From an optimization exercise on the open Yosys and OpenROAD flow, aimed at small area; shortcuts taken in it are not production practice.
In this exercise RTL edits were held to simulation tests only and were not proved equivalent to the original.
Power figures rest on the tool's default switching activity, not on a simulated workload.

--- flow/standard.sh ---
#!/bin/bash
# synth_recipe.tcl (not shown) runs the flow's synth.tcl, then flattens the netlist and writes it again
# the make line also repeats each setting of config.mk as NAME=value (left out here)
make -C /OpenROAD-flow-scripts/flow DESIGN_CONFIG=/design/flow/config.mk WORK_HOME=/design/flow/orfs CLKGATE_MAP_FILE= SYNTH_SCRIPT=/design/flow/synth_recipe.tcl "${@:-finish}"
--- flow/constraint.sdc ---
create_clock -name core_clock -period 10.0 [get_ports {clk}]
set_input_delay 2.0000 -clock core_clock [delete_from_list [all_inputs] [get_ports {clk}]]
set_output_delay 2.0000 -clock core_clock [all_outputs]
set_load 0.01 [all_outputs]
--- flow/flow/abc_area.script ---
strash
dch -f
amap -F 10 -A 20
strash
dch -f
amap -F 10 -A 20
topo
stime -c
dnsize -c
--- flow/config.mk ---
export PLATFORM = sky130hd
export DESIGN_NAME = cklink
export DESIGN_NICKNAME = cklink
export VERILOG_FILES = /design/flow/design.v
export SDC_FILE = /design/flow/constraint.sdc
export NUM_CORES = 4
export LEC_CHECK = 0
export ABC_AREA = 1
export ABC_CLOCK_PERIOD_IN_PS = 10000
export CAP_MARGIN = 20
export CORE_MARGIN = 2
export CORE_UTILIZATION = 75
export SETUP_SLACK_MARGIN = 0.2
export SLEW_MARGIN = 20
--- flow/flow/run.sh ---
#!/bin/bash
# ORFS layout with the standard synthesis script and standard floorplan,
# power grid and taps, and these changes:
#  - synthesis maps the logic with an area-oriented ABC script (abc_area.script:
#    amap, no buffering or upsizing); registers are mapped as in the standard flow,
#  - ports are buffered with the smallest buffer instead of clkdlybuf4s50_1,
#  - CTS uses clkbuf_8 with clusters of up to 16 sinks and inserts no dummy loads,
#  - cells off the critical paths are downsized before detailed placement.
# Each make run's full output goes to a log file here; ORFS keeps each tool's
# log under orfs/logs.
set -euo pipefail
here=$(pwd)
rm -rf "$here/scripts_abc"
cp -r "$FLOW_HOME/scripts" "$here/scripts_abc"
cp "$here/flow/abc_area.script" "$here/scripts_abc/abc_area.script"
bash standard.sh "SCRIPTS_DIR=$here/scripts_abc" synth > "$here/run_synth.log" 2>&1
bash standard.sh \
  "BUFFER_PORTS_ARGS=-buffer_cell sky130_fd_sc_hd__buf_1" \
  "CTS_ARGS=-sink_clustering_enable -repair_clock_nets -dont_use_dummy_load -buf_list sky130_fd_sc_hd__clkbuf_8 -sink_clustering_size 16 -sink_clustering_max_diameter 60" \
  "PRE_DETAIL_PLACE_TCL=$here/flow/recover.tcl" \
  finish > "$here/run_layout.log" 2>&1
--- flow/flow/recover.tcl ---
# Downsize cells on paths with timing slack before detailed placement.
estimate_parasitics -placement
repair_timing -recover_power 100
--- flow/design.v ---
module cklink (
    input             clk,
    input             rst,
    input             cmd_valid,
    input      [23:0] cmd_word,
    output            cmd_ready,
    output reg        rsp_valid,
    output     [15:0] rsp_word,
    output            busy,
    output            mem_req,
    output            mem_we,
    output reg [15:0] mem_addr,
    output     [7:0]  mem_wdata,
    input             mem_ack,
    input      [7:0]  mem_rdata,
    output            tx_valid,
    output reg [7:0]  tx_data,
    input             tx_ready,
    input             rx_valid,
    input      [7:0]  rx_data,
    output            rx_pop,
    input      [31:0] now_ms
);
    localparam [4:0] S_IDLE   = 5'd0,
                     S_HALT   = 5'd1,
                     S_HSDRN  = 5'd2,    
                     S_HSWAIT = 5'd3,    
                     S_HSTR   = 5'd4,    
                     S_HWAIT  = 5'd5,    
                     S_HDRN   = 5'd6,    
                     S_TINIT  = 5'd7,    
                     S_TSUM   = 5'd8,    
                     S_THDR   = 5'd9,
                     S_TSEGB  = 5'd10,
                     S_TSEGL  = 5'd11,
                     S_TPAY   = 5'd12,
                     S_TTRL   = 5'd13,
                     S_RHDR   = 5'd15,
                     S_RPAY   = 5'd16,
                     S_RTRL   = 5'd17,
                     S_RETRY  = 5'd18,
                     S_DRAIN  = 5'd19;
    localparam [3:0] RD_RXBASE = 4'd6, RD_RESULT = 4'd8, RD_INDEX = 4'd9,
                     RD_ACC = 4'd10, RD_MATCH = 4'd12, RD_FIVE = 4'd13,
                     RD_ZERO = 4'd14, RD_ONES = 4'd15;
    reg [15:0] r0, r1, r2, r3, r4, r5, r6, r7;    
    reg [15:0] result_len;
    reg [15:0] acc;
    reg [7:0]  index;
    reg        started;
    reg        match;
    reg [4:0]  st;
    reg [15:0] cnt;         
    reg [1:0]  k;           
    reg [10:0] tmr;         
    reg        ms_prev;
    reg        hs;          
    reg        hs_nz;       
    wire [3:0]  cmd_op  = cmd_word[23:20];
    wire [3:0]  cmd_r   = cmd_word[19:16];
    wire [15:0] cmd_arg = cmd_word[15:0];
    wire s_idle   = (st == S_IDLE);
    wire s_hsdrn  = (st == S_HSDRN);
    wire s_hswait = (st == S_HSWAIT);
    wire s_hstr   = (st == S_HSTR);
    wire s_hwait  = (st == S_HWAIT);
    wire s_hdrn   = (st == S_HDRN);
    wire s_tinit  = (st == S_TINIT);
    wire s_tsum   = (st == S_TSUM);
    wire s_thdr   = (st == S_THDR);
    wire s_tsegb  = (st == S_TSEGB);
    wire s_tsegl  = (st == S_TSEGL);
    wire s_tpay   = (st == S_TPAY);
    wire s_ttrl   = (st == S_TTRL);
    wire s_rhdr   = (st == S_RHDR);
    wire s_rpay   = (st == S_RPAY);
    wire s_rtrl   = (st == S_RTRL);
    wire s_retry  = (st == S_RETRY);
    wire s_drain  = (st == S_DRAIN);
    assign busy      = !s_idle;
    assign cmd_ready = s_idle && !rsp_valid && !rst;
    wire   cmd_fire  = cmd_valid && cmd_ready;
    function [15:0] add16(input [15:0] a, input [15:0] b);
        integer i;
        reg c;
        begin
            c = 1'b0;
            for (i = 0; i < 16; i = i + 1) begin
                add16[i] = a[i] ^ b[i] ^ c;
                c = (a[i] & b[i]) | (c & (a[i] ^ b[i]));
            end
        end
    endfunction
    function [15:0] inc16(input [15:0] a);
        integer i;
        reg c;
        begin
            c = 1'b1;
            for (i = 0; i < 16; i = i + 1) begin
                inc16[i] = a[i] ^ c;
                c = c & a[i];
            end
        end
    endfunction
    function [10:0] inc11(input [10:0] a, input c0);
        integer i;
        reg c;
        begin
            c = c0;
            for (i = 0; i < 11; i = i + 1) begin
                inc11[i] = a[i] ^ c;
                c = c & a[i];
            end
        end
    endfunction
    reg [3:0] sel;
    always @(*) begin
        case (st)
            S_TSUM:  sel = hs ? RD_FIVE : {1'b0, k, 1'b1};
            S_TSEGB: sel = {1'b0, k, 1'b0};
            S_TSEGL: sel = hs ? RD_FIVE : {1'b0, k, 1'b1};
            S_RHDR:  sel = RD_RXBASE;
            S_THDR:  sel = k[0] ? RD_INDEX : RD_ONES;    
            S_RTRL:  sel = hs ? RD_ZERO : RD_RESULT;
            S_IDLE:  sel = (cmd_op == 4'h6) ? cmd_r :
                           (cmd_op == 4'h3) ? RD_ACC :
                           (cmd_op == 4'h4) ? RD_MATCH : RD_ZERO;
            default: sel = RD_ONES;
        endcase
    end
    wire acc_eq = (acc == cmd_arg);
    reg [15:0] rd;
    always @(*) begin
        case (sel)
            4'd0:  rd = r0;
            4'd1:  rd = r1;
            4'd2:  rd = r2;
            4'd3:  rd = r3;
            4'd4:  rd = r4;
            4'd5:  rd = r5;
            4'd6:  rd = r6;
            4'd7:  rd = r7;
            4'd8:  rd = result_len;
            4'd9:  rd = {8'h00, index};
            4'd10: rd = acc;
            4'd11: rd = {14'd0, match, started};
            4'd12: rd = {15'd0, acc_eq};
            4'd13: rd = 16'd5;
            4'd14: rd = 16'h0000;
            default: rd = 16'hFFFF;
        endcase
    end
    assign rsp_word = mem_addr;
    wire tick = now_ms[0] ^ ms_prev;
    wire t5    = (tmr == 11'd5);
    wire t100  = (tmr == 11'd100);
    wire t250  = (tmr == 11'd250);
    wire t500  = (tmr == 11'd500);
    wire t750  = (tmr == 11'd750);
    wire t1100 = (tmr == 11'd1100);
    wire [3:0] step = cnt[3:0];
    wire [7:0] hs_byte =
        (step == 4'd15) ? 8'h03 :
        (step == 4'd12) ? 8'h72 :
        (step == 4'd11) ? 8'h75 :
        (step == 4'd10) ? 8'h6E :
        (step == 4'd9)  ? 8'h2D :
        (step == 4'd8)  ? 8'h62 :
        (step == 4'd7)  ? 8'h72 :
        (step == 4'd6)  ? 8'h69 :
        (step == 4'd5)  ? 8'h64 :
        (step == 4'd4)  ? 8'h67 :
        (step == 4'd3)  ? 8'h65 : 8'h0A;
    wire step_wait = (step[3:2] == 2'b11 && step != 4'd12) || (step == 4'd2);
    wire step_done = (step == 4'd15) ? t250 : (step == 4'd13) ? t750 : t500;
    wire [7:0] xx_byte = cnt[2] ? 8'h58 : (cnt[1] & cnt[0]) ? 8'h31 : 8'h30;
    wire cnt_zero = (cnt == 16'd0);
    wire cap_left = (result_len != r7);
    wire pay_rx   = s_rpay && !cnt_zero;
    wire wr_pay   = pay_rx && !hs && cap_left;
    wire pay_tx   = s_tpay && !cnt_zero;
    assign mem_req   = (pay_tx && !hs) || (wr_pay && rx_valid);
    assign mem_we    = s_rpay;
    assign tx_valid = s_hstr || s_thdr || s_ttrl || (pay_tx && (hs || mem_ack));
    always @(*) begin
        case (st)
            S_HSTR:  tx_data = hs_byte;
            S_THDR:  tx_data = k[1] ? cnt[15:8] : rd[7:0];
            S_TPAY:  tx_data = hs ? xx_byte : mem_rdata;
            default: tx_data = acc[15:8];
        endcase
    end
    wire tx_fire = tx_valid && tx_ready;
    wire drain_st = s_hsdrn || s_hdrn || s_drain;
    wire rx_st    = s_rhdr || s_rtrl || pay_rx;
    assign rx_pop = rx_valid && (drain_st || (rx_st && (!wr_pay || mem_ack)));
    wire   rx_take = rx_valid && rx_st && (!wr_pay || mem_ack);    
    wire rx_tmo = !rx_valid && ((s_rhdr && k == 2'd2) ? t100 : ((s_rhdr || s_rtrl || pay_rx) && t5));
    wire tx_ck = s_thdr || s_tpay;
    wire rx_ck = s_rhdr || s_rpay;
    wire [7:0]  ck_b   = tx_ck ? tx_data : rx_ck ? rx_data :
                         s_idle ? cmd_arg[7:0] : 8'h00;
    wire [15:0] ck_upd = {acc[7:0] ^ ck_b, acc[15:8]};
    assign mem_wdata = ck_b;         
    wire        wr_reg = cmd_fire && (cmd_op == 4'h5);
    wire [15:0] wr_dat = cmd_arg & {16{~rst}};
    always @(posedge clk) begin
        if (rst || (wr_reg && cmd_r[2:0] == 3'd0)) r0 <= wr_dat;
        if (rst || (wr_reg && cmd_r[2:0] == 3'd1)) r1 <= wr_dat;
        if (rst || (wr_reg && cmd_r[2:0] == 3'd2)) r2 <= wr_dat;
        if (rst || (wr_reg && cmd_r[2:0] == 3'd3)) r3 <= wr_dat;
        if (rst || (wr_reg && cmd_r[2:0] == 3'd4)) r4 <= wr_dat;
        if (rst || (wr_reg && cmd_r[2:0] == 3'd5)) r5 <= wr_dat;
        if (rst || (wr_reg && cmd_r[2:0] == 3'd6)) r6 <= wr_dat;
        if (rst || (wr_reg && cmd_r[2:0] == 3'd7)) r7 <= wr_dat;
    end
    wire acc_seed = rst || s_tinit || (s_ttrl && tx_ready && k[0]) || (cmd_fire && cmd_op == 4'h1);
    wire acc_upd  = (cmd_fire && cmd_op == 4'h2) || (tx_fire && (s_thdr || pay_tx || s_ttrl)) ||
                    rx_take;
    always @(posedge clk)
        if (acc_seed || acc_upd) acc <= acc_seed ? 16'hAAAA : ck_upd;
    wire        cnt_load  = s_tsegl || s_hswait || (s_tsum && (hs || k == 2'd0));
    wire [15:0] cnt_sum   = add16(cnt_load ? 16'd0 : cnt, rd);
    wire        cnt_shift = (s_rhdr && rx_valid) || (s_thdr && tx_ready && k == 2'd2);
    wire        cnt_add   = s_tsum || s_tsegl || (s_hswait && t1100) ||
                            (s_hstr && tx_ready && !step_wait) || (s_hwait && step_done) ||
                            (pay_tx && tx_fire) || (pay_rx && rx_take);
    always @(posedge clk)
        if (cnt_shift || cnt_add) cnt <= cnt_shift ? {cnt[7:0], rx_data} : cnt_sum;
    wire ck_match = (rx_data == acc[15:8]);
    wire accept   = s_rtrl && rx_valid && k == 2'd1 && ck_match;
    wire ma_load = s_tsegb || (s_rhdr && rx_valid && k == 2'd1) || cmd_fire || accept;
    wire ma_inc  = (pay_tx && tx_fire) || (wr_pay && mem_ack && rx_valid);
    always @(posedge clk)
        if (ma_load || ma_inc) mem_addr <= ma_load ? rd : inc16(mem_addr);
    always @(posedge clk)
        if (rst || (s_rhdr && rx_valid && k == 2'd1 && !hs))
            result_len <= 16'h0;
        else if (wr_pay && mem_ack && rx_valid)
            result_len <= inc16(result_len);
    wire tmr_clr = rx_pop || rx_tmo || (s_hsdrn && !rx_valid) || (s_hstr && tx_ready && step_wait) ||
                   (s_ttrl && tx_ready && k[0]);
    always @(posedge clk) begin
        ms_prev <= now_ms[0];
        tmr     <= tmr_clr ? 11'd0 : inc11(tmr, tick);
    end
    always @(posedge clk) begin
        rsp_valid <= 1'b0;
        if (rst) begin
            index      <= 8'h00;
            started    <= 1'b0;
            match      <= 1'b0;
            st         <= S_IDLE;
        end else begin
            if (accept) index <= inc16({8'h00, index}) & 8'hFF;
            case (st)
                S_IDLE: if (cmd_fire) begin
                    rsp_valid <= 1'b1;
                    case (cmd_op)
                        4'h4: match <= acc_eq;
                        4'h7: begin
                            rsp_valid <= 1'b0;
                            hs        <= 1'b0;
                            st        <= S_TINIT;
                        end
                        4'h8: if (!started) begin
                            rsp_valid <= 1'b0;
                            started   <= 1'b1;
                            st        <= S_HSDRN;
                        end
                        default: ;
                    endcase
                end
                S_HSDRN:  if (!rx_valid) st <= S_HSWAIT;
                S_HSWAIT: if (t1100) st <= rx_valid ? S_HSDRN : S_HSTR;
                S_HSTR:   if (tx_ready && step_wait) st <= S_HWAIT;
                S_HWAIT:  if (step_done) st <= (step == 4'd2) ? S_HDRN : S_HSTR;
                S_HDRN: if (!rx_valid) begin
                    hs <= 1'b1;
                    st <= S_TINIT;
                end
                S_TINIT: begin
                    k  <= 2'd0;
                    st <= S_TSUM;
                end
                S_TSUM: begin
                    k <= k + 2'd1;
                    if (hs || k == 2'd2) begin
                        k  <= 2'd0;
                        st <= S_THDR;
                    end
                end
                S_THDR: if (tx_ready) begin
                    k <= k + 2'd1;               
                    if (k == 2'd3) st <= hs ? S_TSEGL : S_TSEGB;
                end
                S_TSEGB: st <= S_TSEGL;
                S_TSEGL: st <= S_TPAY;
                S_TPAY: if (cnt_zero) begin
                    k <= k + 2'd1;
                    if (hs || k == 2'd2) begin
                        k  <= 2'd0;
                        st <= S_TTRL;
                    end else begin
                        st <= S_TSEGB;
                    end
                end
                S_TTRL: if (tx_ready) begin
                    k <= k + 2'd1;
                    if (k[0]) st <= S_RHDR;      
                end
                S_RHDR: begin
                    if (rx_valid) begin
                        k <= k + 2'd1;           
                        if (k == 2'd2) begin
                            if (rx_data != 8'hFF) st <= S_RETRY;
                        end else if (k == 2'd3) begin
                            if (rx_data != index) st <= S_RETRY;
                        end else if (k == 2'd1) begin
                            st <= S_RPAY;
                        end
                    end else if (rx_tmo) begin
                        st <= S_RETRY;
                    end
                end
                S_RPAY: begin
                    if (cnt_zero) begin
                        k  <= 2'd0;
                        st <= S_RTRL;
                    end else if (rx_take) begin
                        k <= 2'd0;
                        if (hs && k == 2'd2) hs_nz <= (rx_data != 8'h00);
                    end else if (!rx_valid && t5) begin
                        st <= S_RETRY;
                    end
                end
                S_RTRL: begin
                    if (rx_valid) begin
                        if (k == 2'd0) begin
                            k <= ck_match ? 2'd1 : 2'd2;
                        end else if (accept) begin
                            if (hs) begin
                                if (hs_nz) st <= S_HALT;
                                else begin
                                    st        <= S_IDLE;
                                    rsp_valid <= 1'b1;
                                end
                            end else begin
                                st        <= S_IDLE;
                                rsp_valid <= 1'b1;
                            end
                        end else begin
                            st <= S_RETRY;
                        end
                    end else if (t5) begin
                        st <= S_RETRY;
                    end
                end
                S_RETRY: if (t100) st <= S_DRAIN;
                S_DRAIN: if (!rx_valid) st <= S_TINIT;
                default: ;    
            endcase
        end
    end
endmodule
==> results_dict.tcl, run 1 <==
set metrics [dict create \
    ys_ff_latch 224 \
    cts.clk_slew.worst_paths_ns 0.11 \
    post-route-period-util 0.981 \
    worstHoldPathType "flip-flop to flip-flop" \
    tns_ns 0 \
    worstSkewPairLatency_ns 0.56 \
    p_per_area_mw_per_mm2 347 \
    routabilityCongestion 1.06 \
    final.setup.worst_slack_ns 0.194 \
    cp.arrival_ns 10.12 \
    nets 1402 \
    final_util 0.856 \
    r2r-end "cnt[15]" \
    synth_nets 1229 \
    critPathLaunchType "input pin" \
    min_from "result_len[15]" \
    dieArea_mm2 0.0166 \
    critical_path_required_ns 10.32 \
    wl_mm 42.0 \
    wl_per_cell_um 29.0 \
    peakVddDrop_uv 236 \
    critPathMaxStageDelay_ns 0.75 \
    hold_end "result_len[15]" \
    grt_max_degree 32 \
    hold_viol 0 \
    fp-row-count 45 \
    ff2ff_path_depth 31 \
    cts-root-buf "clkbuf_8" \
    avgSynthCellArea_um2 10.7 \
    start_util 0.767 \
    final_cell_mix "edfxtp_1 (180), clkinv_1 (131), nor2_1 (123)" \
    end_kind "flip-flop" \
    preCtsSetupSlack_ns -0.447 \
    final_common_cell "edfxtp_1" \
    fmax_mhz 102 \
    reg2reg_from "st[2]" \
    synth-edff-count 180 \
    die_w_um 129 \
    critPathKind "input pin to flip-flop" \
    ios 133 \
    cts_buffer_depth 3 \
    drt-initial-drc-count 2783 \
    ys_top_cells_by_area "edfxtp_1 (46%), dfxtp_1 (7.6%), ha_1 (5.4%), clkinv_1 (4.3%), nor2_1 (4.1%)" \
    syn_area_mm2 0.0117 \
    synth_cell_types 51 \
    slew_viol_final 0 \
    area_delta_synth_final_pct 11.7 \
    synth_ff_type "edfxtp_1" \
    grt_antenna_before_repair 0 \
    reg2reg_slack_ns 0.44 \
    p_leak_uw 0.00466 \
    synth_top_area_frac 0.464 \
    ys_seq_area_frac 0.539 \
    hold-worst-slack_ns 0.497 \
    coreArea_mm2 0.0152 \
    drtAntennaViolNets 0 \
    yosysTopAreaCell "edfxtp_1" \
    outcome "no timing/DRC/antenna violations" \
    period_needed_ns 9.81 \
    cts_tree "yes" \
    path_max_fanout 11 \
    track_usage 0.507 \
    grt_pass1_wl_mm 62.2 \
    rsz0062_at_grt "false" \
    portBuffers 101 \
    final_layout_size_suffix_gt1_frac 0.0890 \
    antenna_cells 0 \
    path_common_cell "fa_2" \
    gr-total-overflow 0 \
    netlist_instances 1087 \
    cts-buffers-inserted 19 \
    grt_pass1_vias 10889 \
    yosys_warnings 1 \
    finalClockSkew_ns 0.0514 \
    whs_path_depth 2 \
    synth-async-reset-ratio 0 \
    cp-startpoint "cmd_word[23]" \
    die_height_um 129 \
    crit_slowest_cell "a222oi_1" \
    drtPass1Iterations 15 \
    vias 11333 \
    dp_hpwl_mm 29.2 \
    slew-limit-headroom 0.244 \
    ctsHoldBuffers 0 \
    worst_pin_slew_ns 1.12 \
    drc 0 \
    clock_sinks 224 \
    cap_violations 0 \
    post_drt_via_cell_ratio 7.84 \
    htree_levels 1 \
    setup_violations 0 \
]
-- synth_stat cells (all sizes together), types with 8 or more instances --
| cell | number |
|---|---|
| a211oi | 9 |
| a21oi | 40 |
| a221oi | 11 |
| a222oi | 23 |
| a22o | 14 |
| a22oi | 32 |
| a31oi | 9 |
| buf | 16 |
| clkinv | 134 |
| dfxtp | 44 |
| edfxtp | 180 |
| fa | 14 |
| ha | 50 |
| nand2 | 71 |
| nand3 | 21 |
| nand4 | 14 |
| nor2 | 126 |
| nor2b | 17 |
| nor3 | 27 |
| nor4 | 18 |
| o2111ai | 10 |
| o21ai | 51 |
| o221a | 9 |
| o221ai | 23 |
| o22ai | 55 |
| or2 | 8 |
| or4 | 9 |
-- state kept, by name, indices dropped and copies added, names as in the netlist, 2 cells and up --
name	flops
st	5
r1	16
r2	16
mem_addr	16
r7	16
cnt	16
result_len	16
k	2
r4	16
acc	16
index	8
r0	16
tmr	11
r3	16
r6	16
r5	16
-- worst max-delay path, delay by kind of cell --
kind	cells	cell delay, ns
compound gates	5	1.76
simple gates	5	0.73
fa+ha+maj	13	4.70
buf+inv	8	0.93
-- how the worst max path moves through the flow --
stage                     endpoint  slack [ns]
after global placement     cnt[15]       -0.13
final                      cnt[15]        0.19
after CTS                  cnt[15]        0.23
after floorplan            cnt[14]        0.25
after global routing       cnt[15]        0.06
after detailed placement   cnt[15]       -0.45
-- logic make-up after synthesis --
| family | synth area share |
|---|---|
| simple gates | 0.132 |
| xor+xnor | 0.000751 |
| flops | 0.539 |
| fa+ha+maj | 0.0777 |
| buf+inv | 0.0535 |
| compound gates | 0.196 |
-- stage by stage --
step | instances | power, µW | instance area [µm²]
6_report | 1446 | 4510 | 13000
5_1_grt | 1446 | 4660 | 13000
4_1_cts | 1443 | 4280 | 12900
3_5_place_dp | 1424 | 3790 | 12600
3_3_place_gp | 1424 | 3640 | 12700
2_1_floorplan | 1087 | 2840 | 11700
-- timing repair --
action                     CTS  global route
pin swaps                    1             6
cloned                       0             0
setup endpoints to repair    2             3
resized for setup            8            15
setup buffers                0             2
-- power by group --
part           total (µW)  internal, µW  switching [µW]  leakage [µW]
logic                2660           927            1730       0.00238
registers            1380          1270             111       0.00214
clock network         474           171             303      0.000137
total                4510          2370            2140       0.00466
-- routing by layer --
| metal | wire length (µm) | GRT usage | up-vias |
|---|---|---|---|
| met5 | 0 | 0 | - |
| met4 | 4100 | 0.345 | 0 |
| met3 | 7080 | 0.184 | 418 |
| met2 | 17800 | 0.771 | 1298 |
| met1 | 13000 | 0.610 | 5065 |
| li1 | - | - | 4552 |
-- layout make-up --
cell class,count,area (µm²)
sequential,224,6290
multi-input combinational,713,4860
fill,716,2190
timing repair buffer,168,867
inverter,134,504
clock buffer,19,262
tap,188,235
==> run 2: changes to the inputs <==
--- a/flow/config.mk
+++ b/flow/config.mk
@@ -10,5 +10,5 @@
 export CAP_MARGIN = 20
 export CORE_MARGIN = 2
-export CORE_UTILIZATION = 75
+export CORE_UTILIZATION = 70
 export SETUP_SLACK_MARGIN = 0.2
 export SLEW_MARGIN = 20
==> run 2 against run 1 <==
  * Worst setup slack better by 0.29 ns
  * Clock skew is 0.0015 ns lower
  * Worst hold slack improved by 0.018 ns
  * Highest routed layer unchanged
  * Register-to-register slack gained 0.41 ns
  * Die area rose by 6.9%
  * Total power fell by 2.2%
  * Sequential cell count stayed put
  * Critical endpoint is now cnt[14]
  * Combinational power shrank 3%
  * Final area about the same
  * Global-route usage is 7.1 points lower
  * Non-clock buffer count down 2
==> results_dict.tcl, run 2 <==
set metrics [dict create \
    outcome "no timing/DRC/antenna violations" \
    min_from "result_len[13]" \
    reg2reg_from "st[4]" \
    critPathMaxStageDelay_ns 0.46 \
    wl_per_cell_um 25.9 \
    die_height_um 133 \
    ctsHoldBuffers 0 \
    num-fill-cells 1002 \
    cp.arrival_ns 9.89 \
    vias 10770 \
    total_power_uw 4410 \
    synth-edff-count 180 \
    yosysMostFrequentCell "edfxtp_1" \
    die_w_um 133 \
    antenna_cells 0 \
    wl_mm 38.2 \
    routabilityCongestion 1.07 \
    nets 1400 \
    clock_sinks 224 \
    area_delta_synth_final_pct 11.6 \
    drc 0 \
    htree_levels 1 \
    drtPass1Iterations 9 \
    ff2ff_path_depth 34 \
    cts-buffers-inserted 19 \
    grt_antenna_before_repair 0 \
    dp_hpwl_mm 27.7 \
    start_util 0.711 \
    worstSkewPairLatency_ns 0.55 \
    whs_path_depth 2 \
    worstHoldPathType "flip-flop to flip-flop" \
    grt_pass1_wl_mm 58.4 \
    cap_violations 0 \
    period_needed_ns 9.51 \
    post_drt_via_cell_ratio 7.30 \
    dieArea_mm2 0.0177 \
    avgSynthCellArea_um2 10.7 \
    fmax_mhz 105 \
    path_common_cell "fa_2" \
    p_leak_uw 0.00463 \
    drt-initial-drc-count 1921 \
    track_usage 0.436 \
    cts_setup_buffers 0 \
    gr-total-overflow 0 \
    cts_tree "yes" \
    syn_area_mm2 0.0117 \
    synth-async-reset-ratio 0 \
    cp-startpoint "cmd_word[23]" \
    ys_ff_latch 224 \
    synth_top_area_frac 0.464 \
    hold_end "result_len[13]" \
    ios 133 \
    finalClockSkew_ns 0.0499 \
    coreArea_mm2 0.0164 \
    r2r-end "cnt[14]" \
    fp-row-count 47 \
    grt_max_degree 32 \
    p_per_area_mw_per_mm2 339 \
    cts.clk_slew.worst_paths_ns 0.11 \
    synth_common_cells "edfxtp_1 (180), clkinv_1 (134), nor2_1 (126), nand2_1 (71), o22ai_1 (55)" \
    ys_seq_area_frac 0.539 \
    reg2reg_slack_ns 0.85 \
    grt_pass1_vias 10211 \
    hold_viol 0 \
    slew_viol_final 0 \
    yosys_warnings 1 \
    worst_pin_slew_ns 1.06 \
    synth_ff_type "edfxtp_1" \
    peakVddDrop_uv 247 \
    portBuffers 101 \
    synth_nets 1229 \
    path_max_fanout 4 \
    crit_slowest_cell "fa_1" \
    cts-root-buf "clkbuf_8" \
    ys_top_cells_by_area "edfxtp_1 (46%), dfxtp_1 (7.6%), ha_1 (5.4%), clkinv_1 (4.3%), nor2_1 (4.1%)" \
    rsz0062_at_grt "false" \
    cts_buffer_depth 3 \
    drtAntennaViolNets 0 \
    critical_path_required_ns 10.37 \
    final_cell_mix "edfxtp_1 (180), clkinv_1 (131), nor2_1 (123)" \
    critPathLaunchType "input pin" \
    yosysTopAreaCell "edfxtp_1" \
    slew-limit-headroom 0.288 \
    post-route-period-util 0.951 \
    hold-worst-slack_ns 0.515 \
    final_layout_size_suffix_gt1_frac 0.0812 \
    final_common_cell "edfxtp_1" \
    critPathKind "input pin to flip-flop" \
    setup_violations 0 \
    synth_cell_types 51 \
    end_kind "flip-flop" \
    netlist_instances 1087 \
]
-- run 2: cell counts after synthesis --
No cell type changed its count.
-- run 2: worst max-delay path, delay by kind of cell --
family,cells,cell delay [ns]
AOI/OAI and AO/OA,5,0.77
adders and majority gates,15,5.56
buffers and inverters,9,0.90
and+or+nand+nor,6,0.64
-- run 2: cell families after synthesis --
group | synth area share
simple gates | 0.132
compound gates | 0.196
flops | 0.539
buf+inv | 0.0535
fa+ha+maj | 0.0777
xor+xnor | 0.000751
-- run 2: metrics by stage --
step	area (µm²)	util	setup TNS (ns)	instances	setup WS (ns)
finish	13000	0.793	0	1476	0.485
global placement	12700	0.775	-0.308	1457	-0.164
global route	13000	0.793	0	1476	0.215
detailed placement	12700	0.773	-0.843	1457	-0.360
CTS	12900	0.789	0	1476	0.203
floorplan	11700	-	0	1087	0.250
-- run 2: power breakdown --
| part | switching [µW] | internal (µW) | total [µW] |
|---|---|---|---|
| Combinational | 1640 | 936 | 2580 |
| Sequential | 105 | 1270 | 1370 |
| Clock | 289 | 171 | 460 |
-- run 2: timing repair --
action / 4_1_cts / 5_1_grt
pin swaps: 0 / 7
gates resized for setup: 2 / 14
setup endpoints to repair: 2 / 4
-- run 2: worst max path at each step --
stage | depth (start not counted) | end | slack [ns]
global placement | 31 | cnt[15] | -0.16
detailed placement | 36 | cnt[15] | -0.36
finish | 35 | cnt[14] | 0.49
floorplan | 32 | cnt[14] | 0.25
CTS | 32 | cnt[14] | 0.20
global route | 36 | cnt[15] | 0.21
-- run 2: cell type report --
class | instances | area [µm²] | area share
Sequential cell | 224 | 6290 | 0.483
Multi-Input combinational cell | 713 | 4840 | 0.373
Timing Repair Buffer | 166 | 835 | 0.0642
Inverter | 134 | 503 | 0.0387
Tap cell | 220 | 275 | 0.0212
Clock buffer | 19 | 262 | 0.0201
-- run 2: routing by layer --
metal / vias to the layer above / global-route usage / wire length [µm]
li1: 4539 / - / -
met1: 5002 / 0.568 / 13000
met4: 0 / 0.229 / 2460
met3: 206 / 0.100 / 5440
met5: - / 0 / 0
met2: 1023 / 0.690 / 17300

## afterwards: timing with drivers on the ports
The results above use ideal ports. As a check the final layouts listed here were re-extracted and re-timed, cells and wires unchanged.
Step 1: set_driving_cell puts a clkbuf_16 on clk and a buf_2 on each other input, an assumption about the parent block.
Step 2, shift: input delay + t, output delay - t, t = (earliest + latest rising clock arrival at the registers) / 2. This alone moves slack from input paths to output paths.
a / b / c = no drivers / after step 1 / after step 2; a / b = the first two.
| run | shift t [ns] | setup WS [ns] | worst data-port slew with drivers (ns) |
|---|---|---|---|
| run 1 | 0.581 | 0.194 / 0.218 / -0.363 | 0.07 |
| run 2 | 0.563 | 0.485 / 0.505 / -0.058 | 0.04 |
Met with ideal ports but missed after step 2: setup timing in run 1 and run 2. The setup slack of run 1, which loses most, moves by +0.024 ns with the drivers and by -0.557 ns with both steps.
